What follows belongs to an exercise in optimizing a design on an open flow for small area, a short achievable clock period and few clock cycles per item; a production flow would make more cautious choices. Where RTL was checked, it was by simulation tests only, not by an equivalence proof against the original.

## vkg_tca
module vkg_tca (
    input  wire        clk,
    input  wire        rst,           
    input  wire        cmd_valid,
    output wire        cmd_ready,
    input  wire [63:0] cmd,
    output reg         done,
    output reg  [6:0]  t_min,
    output reg  [6:0]  t_sec,
    output reg  [63:0] t_rem,
    output reg  [63:0] t_delta,
    output reg  [63:0] acc,
    output reg         cy,
    output reg         range_rem,
    output reg         range_delta,
    output wire [7:0]  err,
    output reg  [31:0] einfo,
    output wire [15:0] sticky
);
Size in the first run: about 4,900 cells after synthesis, ~460 flip-flops, ~330 I/O pins, about 0.044 mm² of cells after synthesis.
clock: 30.0 ns
lec_check: 0
cap_margin: 20
core_margin: 2
core_utilization: 40
place_density: 0.6
slew_margin: 20
run.sh (not shown) runs the stock make flow with config.mk's settings and CLKGATE_MAP_FILE= SYNTH_SCRIPT=/design/flow/synth_recipe.tcl, a recipe that flattens the netlist after the stock synthesis.
The first run ran to the end with no violations.
Testbench counts at the start, summed over its fixed seeds: cycles 40,024, items 40,000.
==> next run, changes <==
- CORE_UTILIZATION: 40 -> 55
- GPL_TIMING_DRIVEN: unset -> 0
- PLACE_DENSITY: 0.6 -> 0.65
After rerunning:
- global-route usage is higher by 12 points
- flip-flop and latch count does not change
- sequential share of layout area barely changes
- critical path depth increases by 5
- fmax goes down by 7.8%

========
old:
vkg_tca, a different RTL version from the one above (not shown whole).
For scale: ~5200 cells after synthesis, about 480 flip-flops, ~330 I/O pins.
clock: 30.0 ns
lec_check: 0
cap_margin: 50
core_margin: 2
core_utilization: 40
place_density: 0.6
slew_margin: 70
old completed; timing, DRC and antenna clean
Testbench counts of old, summed over its fixed seeds: cycles 40,024, items 40,000.
The following lists how new was set up differently from old:
==> flow/flow/run.sh (new file) <==
#!/bin/bash
# The standard layout (the standard.sh, unchanged synthesis and steps),
# with one difference: buffer_ports gives every input and output port a
# sky130_fd_sc_hd__buf_2 instead of the delay buffer it picks by default.
# Each tool's full output stays in orfs/logs; make's own output goes to
# standard.log in the work folder.
set -euo pipefail
cd "$(dirname "$0")/.."
export BUFFER_PORTS_ARGS="-buffer_cell sky130_fd_sc_hd__buf_2"
bash standard.sh > standard.log 2>&1
==> flow/standard.sh (new file) <==
#!/bin/bash
# synth_recipe.tcl (not shown) runs the flow's synth.tcl, then flattens the netlist and writes it again
# the make line also repeats each setting of config.mk as NAME=value (left out here)
make -C /OpenROAD-flow-scripts/flow DESIGN_CONFIG=/design/flow/config.mk WORK_HOME=/design/flow/orfs CLKGATE_MAP_FILE= SYNTH_SCRIPT=/design/flow/synth_recipe.tcl "${@:-finish}"
removed: flow/run.sh
### Flow results
Post-detailed-route via-to-cell ratio, new vs old: up slightly. In terms of final wirelength, old and new differ only marginally.

========
vkg_tca with an RTL version that a note above also has.
Size: about 4900 cells after synthesis, ~460 flip-flops, ~330 I/O pins, about 44000 um2 of cells after synthesis.
==> flow/config.mk <==
export PLATFORM = sky130hd
export DESIGN_NAME = vkg_tca
export DESIGN_NICKNAME = vkg_tca
export VERILOG_FILES = /design/flow/design.v
export SDC_FILE = /design/flow/constraint.sdc
export NUM_CORES = 4
export LEC_CHECK = 0
export CAP_MARGIN = 50
export CORE_MARGIN = 2
export CORE_UTILIZATION = 40
export PLACE_DENSITY = 0.6
export SLEW_MARGIN = 70
==> flow/constraint.sdc <==
create_clock -name core_clock -period 30.0 [get_ports {clk}]
set_input_delay 6.0000 -clock core_clock [delete_from_list [all_inputs] [get_ports {clk}]]
set_output_delay 6.0000 -clock core_clock [all_outputs]
set_load 0.01 [all_outputs]
Stock flow here: none of the scripts above is used.
The starting point completed without violations.
Testbench counts at the start, summed over its fixed seeds: cycles 40,024, items 40,000.
==> next run, changes <==
--- a/flow/config.mk
+++ b/flow/config.mk
@@ -7,3 +7,3 @@
 export LEC_CHECK = 0
-export CAP_MARGIN = 50
+export CAP_MARGIN = 70
 export CORE_MARGIN = 2
@@ -11,2 +11,2 @@
 export PLACE_DENSITY = 0.6
-export SLEW_MARGIN = 70
+export SLEW_MARGIN = 85
The changed run finished with timing, DRC and antenna clean.
Routed wire length rose by 5.3%.
Setup slack is worse by 4.3 ns.
Clock-buffer cell count rose by 1.
Die area does not change.
Hold slack is better by 0.0088 ns.

========
build 16:
Another version of the RTL of vkg_tca (not shown whole).
Size in the first run: about 480 flip-flops.
==> flow/design.v (excerpt) <==
module vkg_tca (
    input  wire        clk,
    input  wire        rst,           
    input  wire        cmd_valid,
    output wire        cmd_ready,
    input  wire [63:0] cmd,
    output reg         done,
    output reg  [6:0]  t_min,
    output reg  [6:0]  t_sec,
    output reg  [63:0] t_rem,
    output reg  [63:0] t_delta,
    output reg  [63:0] acc,
    output reg         cy,
    output reg         range_rem,
    output reg         range_delta,
    output wire [7:0]  err,
    output reg  [31:0] einfo,
    output wire [15:0] sticky
);
    localparam [7:0] OP_NOP   = 8'h00;
    localparam [7:0] OP_RESET = 8'h01;
    localparam [7:0] OP_CLR   = 8'h40;
    localparam [7:0] OP_FIN   = 8'h41;
    localparam [7:0] OP_LAP   = 8'h42;
    localparam [65:0] NWRAP = 66'h3ffffffffc4653600;
    reg rdy;               
    reg stl;               
    assign cmd_ready = rdy;
    reg err0, err1, err6;
    reg stk0, stk12, stk13;
    assign err    = {1'b0, err6, 4'b0000, err1, err0};
    assign sticky = {2'b00, stk13, stk12, 11'd0, stk0};
    function ge_const66;
        input [65:0] x;
        input [65:0] k;
        integer j;
        reg r;
        begin
            r = 1'b1;
            for (j = 0; j < 66; j = j + 1)
                r = k[j] ? (x[j] & r) : (x[j] | r);
            ge_const66 = r;
        end
    endfunction
    reg        a_v;
    reg [63:0] a_cmd;
    reg        a_hx;       
    reg        a_slow;     
    reg        a_p2;       
    wire       in_op_tc  = (cmd[63:56] == OP_FIN) || (cmd[63:56] == OP_LAP);
    wire       in_fin    = (cmd[63:56] == OP_FIN);
    wire       in_small  = (cmd[30:23] <= 8'd156);
    wire       acc_ok;     
    wire       in_slow   = in_op_tc && !(in_small && (in_fin || acc_ok));
    always @(posedge clk) begin
        if (rst) begin
            a_v    <= 1'b0;
            a_p2   <= 1'b0;
            a_slow <= 1'b0;
  ...
Settings: LEC_CHECK=0, CAP_MARGIN=50, CORE_MARGIN=2, CORE_UTILIZATION=40, CTS_CLUSTER_DIAMETER=100, CTS_CLUSTER_SIZE=22, PLACE_DENSITY=0.6, SLEW_MARGIN=70; clock period 30.0 ns.
standard.sh (not shown) runs the stock make flow with config.mk's settings and CLKGATE_MAP_FILE= SYNTH_SCRIPT=/design/flow/synth_recipe.tcl, a recipe that flattens the netlist after the stock synthesis.
==> flow/flow/run.sh <==
#!/bin/bash
# The standard layout (the standard.sh, unchanged synthesis and steps),
# with one difference: buffer_ports gives every input and output port a
# sky130_fd_sc_hd__buf_2 instead of the delay buffer it picks by default.
# Each tool's full output stays in orfs/logs; make's own output goes to
# standard.log in the work folder.
set -euo pipefail
cd "$(dirname "$0")/.."
export BUFFER_PORTS_ARGS="-buffer_cell sky130_fd_sc_hd__buf_2"
bash standard.sh > standard.log 2>&1
Testbench counts of build 16, summed over its fixed seeds: cycles 40,024, items 40,000.
#### Input delta (build 60 over build 16)
- CTS_CLUSTER_DIAMETER: 100 -> unset
- CTS_CLUSTER_SIZE: 22 -> unset
--- outcome ---
Final worst-path cycle share: build 16 vs build 60 — no meaningful difference. Post-route core utilization ends up lower on build 16. Diff build 16 -> build 60: area of all placed cells without fillers increased about 2%.
> inputs changed (build 60 -> build 64)
- CTS_CLUSTER_SIZE: unset -> 22
- SLEW_MARGIN: 70 -> 60
- CAP_MARGIN: 50 -> 40
- CTS_CLUSTER_DIAMETER: unset -> 100
==> results.txt <==
- Measured against build 64, the number of clock-tree buffers in the layout of build 60 comes out at 2.0 times the reference value.
- Between build 64 and build 60, it is build 64 whose utilization after layout is lower, by 2.0 points.
- From build 60 to build 64 the numbers moved as follows: post-synthesis area per instance roughly the same; smallest setup slack after layout went down.
- On final cycle utilization of the critical path, build 64 tracks build 60 almost exactly.
- In the flow results for build 60 and build 64, the first-iteration DRC count is larger on build 60.
- The lower overall via count from detail_route of build 60 and build 64 is in build 64.
- Build 64 against build 60; non-filler instance count after layout is down slightly.

========
before:
vkg_tca, a different RTL version from the one above (not shown whole).
Size: ~5000 cells after synthesis, about 450 flip-flops, ~330 I/O pins, ~44000 sq um of cells after synthesis.
Design vkg_tca, start of the top module:
module vkg_tca (
    input  wire        clk,
    input  wire        rst,           
    input  wire        cmd_valid,
    output wire        cmd_ready,
    input  wire [63:0] cmd,
    output reg         done,
    output reg  [6:0]  t_min,
    output reg  [6:0]  t_sec,
    output reg  [63:0] t_rem,
    output reg  [63:0] t_delta,
    output reg  [63:0] acc,
    output reg         cy,
    output reg         range_rem,
    output reg         range_delta,
    output wire [7:0]  err,
    output reg  [31:0] einfo,
    output wire [15:0] sticky
);
Settings: LEC_CHECK=0, CAP_MARGIN=50, CORE_MARGIN=2, CORE_UTILIZATION=40, CTS_CLUSTER_DIAMETER=100, CTS_CLUSTER_SIZE=22, PLACE_DENSITY=0.6, SLEW_MARGIN=70; clock period 30.0 ns.
Scripts as last shown in full above: flow/flow/run.sh
before completed end to end with timing, DRC and antenna clean.
Testbench counts of before, summed over its fixed seeds: cycles 40,024, items 40,000.
Edits applied to the flow inputs when going from before to after:
Settings: CAP_MARGIN: 50 -> 30; SLEW_MARGIN: 70 -> 50.
[summary]
- Between after and before, it is after whose HPWL after detailed placement is lower, by 1.3%.
- after against before; via count of the first global-routing pass is down slightly.
- Going from before to after, non-clock buffer total of the final layout shrinks by 15%.
- Pin count of the biggest net entering global routing, after vs before: up by more than 10%
- Of after and before, after shows the lower core occupancy in the finished layout, with before above it.
- Diff before..after | total global routing track utilization | negligible
- In the tables for after and before, post-synthesis to final-layout area growth reads lower with after.
- Diff after..before | buffer levels on the longest clock path | unchanged

========
## oak
Another version of the RTL of vkg_tca (not shown whole).
Size in the first run: about 5,100 cells after synthesis, about 450 flip-flops, ~0.045 mm2 of cells after synthesis.
export LEC_CHECK = 0
export CAP_MARGIN = 40
export CORE_MARGIN = 2
export CORE_UTILIZATION = 40
export CTS_CLUSTER_DIAMETER = 100
export CTS_CLUSTER_SIZE = 22
export PLACE_DENSITY = 0.6
export SLEW_MARGIN = 60
create_clock -name core_clock -period 30.0 [get_ports {clk}]
Scripts as last shown in full above: flow/flow/run.sh
### oak -> pine
Settings: CAP_MARGIN now 30, was 40; SLEW_MARGIN now 50, was 60.
Findings:
Re die area: no difference whatsoever between oak and pine.
Comparing pine with oak, the combined global-route utilization of all metal layers came out essentially unchanged.
Looking at post-place instance area across oak and pine, the one that comes out lower is pine.
Re worst setup slack: pine is 260 ps down on oak.
When pine is set beside oak, its via count turns out to be 300 larger.
Total wirelength of the detailed-routed design across oak and pine: no real change.
Layout overhead on the synthesized area delta for pine relative to oak: 0.75 points lower
Final cell count without fillers of oak is on par with pine.
Function was not checked in any run of this note: the RTL went through the layout flow alone.

afterwards: timing with drivers on the ports:
The results above use ideal ports. As a check the final layouts listed here were re-extracted and re-timed, cells and wires unchanged. Step 1, drivers: a clkbuf_16 drives clk and a buf_2 each remaining input, both assumed. Step 2 also shifts input and output timing later by t, the mid clock arrival at the registers, as if the neighbouring blocks saw the same clock. a / b / c = ideal ports / drivers / drivers and shift; a / b = the first two.
| run | shift t [ns] | slack for setup (ns) | clock arrival spread, ns | worst slew at a driven data input, ns | pins driven straight from the clock port |
|---|---|---|---|---|---|
| the first run of note 1 | 0.742 | 20.035 / 20.035 / 20.035 | 0.039 / 0.039 | 0.07 | 1 |
| the second run of note 1 | 0.708 | 19.191 / 19.191 / 19.191 | 0.067 / 0.067 | 0.06 | 1 |
| old | 0.756 | 22.069 / 21.996 / 22.394 | 0.024 / 0.024 | 0.05 | 1 |
| new | 0.743 | 22.196 / 22.196 / 22.196 | 0.034 / 0.034 | 0.06 | 1 |
| the first run of note 3 | 0.721 | 21.345 / 21.345 / 21.059 | 0.045 / 0.044 | 0.07 | 1 |
| the second run of note 3 | 0.732 | 17.005 / 17.005 / 17.005 | 0.049 / 0.049 | 0.07 | 1 |
| build 16 | 0.754 | 22.571 / 22.502 / 22.513 | 0.038 / 0.038 | 0.05 | 1 |
| build 60 | 0.754 | 22.580 / 22.507 / 22.514 | 0.044 / 0.045 | 0.05 | 1 |
| build 64 | 0.754 | 22.570 / 22.495 / 22.438 | 0.035 / 0.035 | 0.05 | 1 |
| before | 0.724 | 22.491 / 22.491 / 22.148 | 0.055 / 0.055 | 0.06 | 1 |
| after | 0.736 | 22.422 / 22.422 / 22.033 | 0.033 / 0.032 | 0.06 | 1 |
| oak | 0.718 | 22.241 / 22.241 / 22.023 | 0.035 / 0.034 | 0.07 | 1 |
| pine | 0.729 | 21.983 / 21.983 / 21.844 | 0.049 / 0.050 | 0.07 | 1 |
After both steps every run listed still meets setup and hold. For after, which loses most, drivers alone change the setup slack by 0.000 ns; drivers and shift together by -0.389 ns.
